What follows belongs to an exercise in optimizing a design on an open flow for small area, a short achievable clock period and few clock cycles; a production flow would make more cautious choices. RTL that was checked went through simulation tests only; none was proved equivalent to the original. The clock input has no modelled driver; a real chip could not lean on it and would need a root buffer or a full tree. Power is estimated from default activity; no workload was simulated.

==> flow/design.v (excerpt) <==
module trb_render (
    input  wire        clk,
    input  wire        rst,           
    input  wire        start,         
    input  wire [31:0] xscroll,       
    input  wire [31:0] yscroll,       
    input  wire        transp,        
    input  wire        sheet_valid,
    input  wire [31:0] sheet_dim,     
    output wire        busy,
    output reg         done,
    output wire        err,
    output wire [3:0]  errcode,
    output reg         tile_rd,
    output wire [11:0] tile_addr,
    input  wire [33:0] tile_rdata,    
    output reg         idx_rd,
    output reg  [11:0] idx_addr,
    input  wire [1:0]  idx_rdata,
    output reg         fb_we,
    output reg  [9:0]  fb_addr,
    output reg  [7:0]  fb_wdata
);
    reg busy_r, idle_r, chk;
    assign busy = busy_r;
    wire accept = start & idle_r;
    reg [9:0] sw;
    reg       tr;
    reg       err_r, ec1_r, ec0_r;
    assign err     = err_r;
    assign errcode = {1'b0, err_r, ec1_r, ec0_r};
    reg       vG;
    reg [5:0] px;
    reg [2:0] x, y;
    reg [5:0] tx, ty;
    reg       nt0, nt1, nt2, nt3;    
    assign tile_addr = {ty, tx};
    reg       v1, vI, vD, lastW;
    reg [2:0] x1, y1, sx, sy;    
    reg [1:0] dbits;
    reg [31:0] color;
    reg [3:0]  is255;                
    wire       eol     = (px == 6'd39);
    wire       xw      = (x == 3'd7);
    wire       next_nt = eol | xw;
    wire       advG    = vG & ~(next_nt & (nt0 | nt1));
    wire [5:0] tx_d    = eol ? (xw ? 6'd60 : 6'd59) : {5'd0, xw};
    wire lastD = vD & (fb_addr == 10'd958);
    wire kill  = lastD | (chk & err_r);
    reg [7:0] subc;
    reg       sub255;
    always @(*) begin
        case (idx_rdata)
            2'd0: begin subc = color[7:0];   sub255 = is255[0]; end
            2'd1: begin subc = color[15:8];  sub255 = is255[1]; end
            2'd2: begin subc = color[23:16]; sub255 = is255[2]; end
            default: begin subc = color[31:24]; sub255 = is255[3]; end
        endcase
    end
    wire [1:0] dnow = nt1 ? tile_rdata[33:32] : dbits;
    always @(posedge clk) begin
        if (idle_r) begin
            sw    <= sheet_dim[9:0];
  ...
==> flow/config.mk <==
export PLATFORM = sky130hd
export DESIGN_NAME = trb_render
export DESIGN_NICKNAME = trb_render
export VERILOG_FILES = /design/flow/design.v
export SDC_FILE = /design/flow/constraint.sdc
export NUM_CORES = 4
export LEC_CHECK = 0
export CAP_MARGIN = 20
export CORE_MARGIN = 2
export CORE_UTILIZATION = 60
export SLEW_MARGIN = 20
==> flow/constraint.sdc <==
create_clock -name core_clock -period 10.0 [get_ports {clk}]
set_input_delay 2.0000 -clock core_clock [delete_from_list [all_inputs] [get_ports {clk}]]
set_output_delay 2.0000 -clock core_clock [all_outputs]
set_load 0.01 [all_outputs]
standard.sh (not shown) runs the stock make flow with config.mk's settings and CLKGATE_MAP_FILE= SYNTH_SCRIPT=/design/flow/synth_recipe.tcl, a recipe that flattens the netlist after the stock synthesis.
==> flow/flow/run.sh <==
#!/bin/bash
set -euo pipefail
export BUFFER_PORTS_ARGS="-buffer_cell sky130_fd_sc_hd__buf_1"
export SETUP_SLACK_MARGIN=7.10
export FLAT_TCL=$PWD/flow/flat.tcl
export POST_CTS_TCL=$PWD/flow/post_cts.tcl
bash standard.sh > standard.log 2>&1
Other scripts of this flow, unchanged in this note and not shown: flow/flow/flat.tcl, flow/flow/post_cts.tcl
The baseline finished with timing, DRC and antenna clean.
Then changed:
CORE_UTILIZATION = 40   (was 60)
Via count goes down by 2.5%.
First-iteration DRC count is higher by 150%.
Hold slack gets better by 0.0034 ns.
No functional check of the RTL was part of any run of this note. No run of this note takes its clock network from TritonCTS; it comes from the design's own scripts or RTL.


## wip/tundra
trb_render, a different RTL version from the one above (not shown whole).
For scale: roughly 440 cells after synthesis, roughly 130 flip-flops, roughly 0.0055 sq mm of cells after synthesis.
export LEC_CHECK = 0
export CAP_MARGIN = 20
export CORE_MARGIN = 2
export CORE_UTILIZATION = 40
export SLEW_MARGIN = 20
create_clock -name core_clock -period 10.0 [get_ports {clk}]
==> flow/flow/run.sh <==
#!/bin/bash
set -euo pipefail
export BUFFER_PORTS_ARGS="-buffer_cell sky130_fd_sc_hd__buf_1"
export SETUP_SLACK_MARGIN=6.90
export CTS_ARGS="-sink_clustering_enable -repair_clock_nets -dont_use_dummy_load -buf_list {sky130_fd_sc_hd__clkbuf_4 sky130_fd_sc_hd__clkbuf_8}"
bash standard.sh > standard.log 2>&1
Testbench counts of wip/tundra, summed over its fixed seeds: cycles 62,952.
Modified inputs, wip/yarrow compared to wip/tundra
==> flow/flow/run.sh <==
#!/bin/bash
set -euo pipefail
export BUFFER_PORTS_ARGS="-buffer_cell sky130_fd_sc_hd__buf_1"
export SETUP_SLACK_MARGIN=6.95
bash standard.sh > standard.log 2>&1
--- a/flow/config.mk
+++ b/flow/config.mk
@@ -8,4 +8,5 @@
 export CAP_MARGIN = 20
 export CORE_MARGIN = 2
-export CORE_UTILIZATION = 40
+export CORE_UTILIZATION = 65
+export CTS_BUF_LIST = sky130_fd_sc_hd__clkbuf_4 sky130_fd_sc_hd__clkbuf_8
 export SLEW_MARGIN = 20
## What came out
- Each of the runs, namely wip/tundra and wip/yarrow, reached the end of the flow and came out clean.
- wip/yarrow vs. wip/tundra: area fraction of clock buffers and clock inverters went up; total of fill cells in the finished design went down; final period demand of the worst path went down; total number of vias went up.
- In wip/yarrow, the first-pass GRT wire length came out 1100 microns below the value in wip/tundra.
- Side by side, wire length turned out lower in wip/yarrow than in wip/tundra.
- wip/tundra has a lower clock share of power than wip/yarrow.
- Compared to wip/tundra, wip/yarrow has final cycle utilization of the critical path 0.24 points lower.
- wip/yarrow vs wip/tundra — maximum vdd ir drop climbed by more than half
- Of wip/tundra and wip/yarrow, the run reporting the lower switching share of power was wip/tundra.
- Post-synth net total came out exactly the same in wip/tundra and wip/yarrow.
#### Input delta (wip/raven over wip/yarrow)
--- a/flow/flow/run.sh
+++ b/flow/flow/run.sh
@@ -3,3 +3,4 @@
 export BUFFER_PORTS_ARGS="-buffer_cell sky130_fd_sc_hd__buf_1"
 export SETUP_SLACK_MARGIN=6.95
+export CTS_ARGS="-sink_clustering_enable -repair_clock_nets -dont_use_dummy_load -buf_list {sky130_fd_sc_hd__clkbuf_4 sky130_fd_sc_hd__clkbuf_8}"
 bash standard.sh > standard.log 2>&1
--- a/flow/config.mk
+++ b/flow/config.mk
@@ -8,5 +8,4 @@
 export CAP_MARGIN = 20
 export CORE_MARGIN = 2
-export CORE_UTILIZATION = 65
-export CTS_BUF_LIST = sky130_fd_sc_hd__clkbuf_4 sky130_fd_sc_hd__clkbuf_8
+export CORE_UTILIZATION = 40
 export SLEW_MARGIN = 20
[summary]
wip/raven closes out successfully: all stages finished, all timing, DRC and antenna checks passed. Reported for wip/yarrow and wip/raven, sequential area share after synthesis turned out identical to the last digit. wip/raven against wip/yarrow: synthesized area neither gained nor lost much; effective utilization at floorplan has decreased; via count down 47.
Edits applied to the flow inputs when going from wip/raven to wip/garnet:
--- a/flow/config.mk
+++ b/flow/config.mk
@@ -6,4 +6,5 @@
 export NUM_CORES = 4
 export LEC_CHECK = 0
+export ABC_AREA = 1
 export CAP_MARGIN = 20
 export CORE_MARGIN = 2
==> summary.txt <==
Both conditions hold for wip/garnet: the flow ran to the end and the final layout passed the timing, DRC and antenna checks.
The transition time of the tightest slew-check pin in wip/garnet was lower than what wip/raven gave.
Final non-filler cell total, wip/garnet and wip/raven, higher one = wip/garnet.
Compared to wip/raven, wip/garnet has area growth from synthesis to layout 0.88 points lower.
Between wip/garnet and wip/raven, the tightest slew margin relative to the limit is higher for wip/garnet.
Relative to wip/raven, the total power of wip/garnet is higher by 3.6%.
Looking at proportion of power drawn by combinational gates, wip/garnet sits 1.1 points above wip/raven.
Final-stage net count, wip/garnet and wip/raven: lower on wip/raven
Sort wip/garnet and wip/raven by minimum clock period desc -> top: wip/garnet
Data arrival time at the worst-slack endpoint: wip/raven vs wip/garnet — no meaningful difference
[wip/garnet vs wip/raven] setup slack: lower in wip/garnet
The higher synthesized-area fraction occupied by and/or/nand/nor cells of wip/garnet and wip/raven is in wip/garnet.
The critical path's slowest cell comes out sky130_fd_sc_hd__dfxtp_1 in one run and sky130_fd_sc_hd__edfxtp_1 in the other, namely in wip/raven and wip/garnet respectively.
Relative to wip/garnet, the following input files were edited for wip/willow:
--- a/flow/config.mk
+++ b/flow/config.mk
@@ -6,7 +6,7 @@
 export NUM_CORES = 4
 export LEC_CHECK = 0
-export ABC_AREA = 1
 export CAP_MARGIN = 20
 export CORE_MARGIN = 2
 export CORE_UTILIZATION = 40
+export GPL_TIMING_DRIVEN = 0
 export SLEW_MARGIN = 20
Results
In wip/willow relative to wip/garnet, die span in y had gone down slightly. Relative to wip/garnet, post-route total power decreased by about 3.4% in wip/willow. Compared with wip/garnet, wip/willow shows a non-clock buffer share of cell area that is 1.4 points higher. Higher die extent in x among wip/willow and wip/garnet: wip/garnet. Delta (wip/willow minus wip/garnet): instance count on the critical path moved up; combinational fraction of design power moved down.

==> afterwards: timing with drivers on the ports <==
How much do the figures lean on ideal ports? The routed layouts below were timed once more, with nothing changed but the port constraints.
Step 1 (the two cells are an assumption about what drives the block):
set clk [get_ports {clk}]
set_driving_cell -lib_cell sky130_fd_sc_hd__clkbuf_16 $clk
set_driving_cell -lib_cell sky130_fd_sc_hd__buf_2 [delete_from_list [all_inputs] $clk]
Step 2 moves the port delays by t, midway between the first and last clock arrival at a register: inputs arrive t later, outputs are due t later. That takes back most of the time a late clock gives input paths.
Three values: no drivers, after step 1, after step 2; two values: the first two.
run	t, ns	setup slack, ns	hold WS [ns]
the first run of note 1	0.257	7.109 / 7.086 / 6.973	0.344 / 0.344 / 0.344
the second run of note 1	0.260	7.105 / 7.105 / 6.992	0.347 / 0.347 / 0.347
wip/tundra	0.443	6.977 / 6.951 / 6.542	0.332 / 0.332 / 0.332
wip/yarrow	0.443	7.001 / 6.969 / 6.641	0.332 / 0.332 / 0.332
wip/raven	0.451	7.023 / 6.986 / 6.658	0.331 / 0.331 / 0.331
wip/garnet	0.461	7.005 / 6.969 / 6.566	0.339 / 0.339 / 0.339
wip/willow	0.453	6.916 / 6.879 / 6.684	0.349 / 0.349 / 0.349
After both steps setup and hold are still met in every run listed. The setup slack of wip/garnet, which loses most, moves by -0.036 ns with the drivers and by -0.439 ns with both steps.
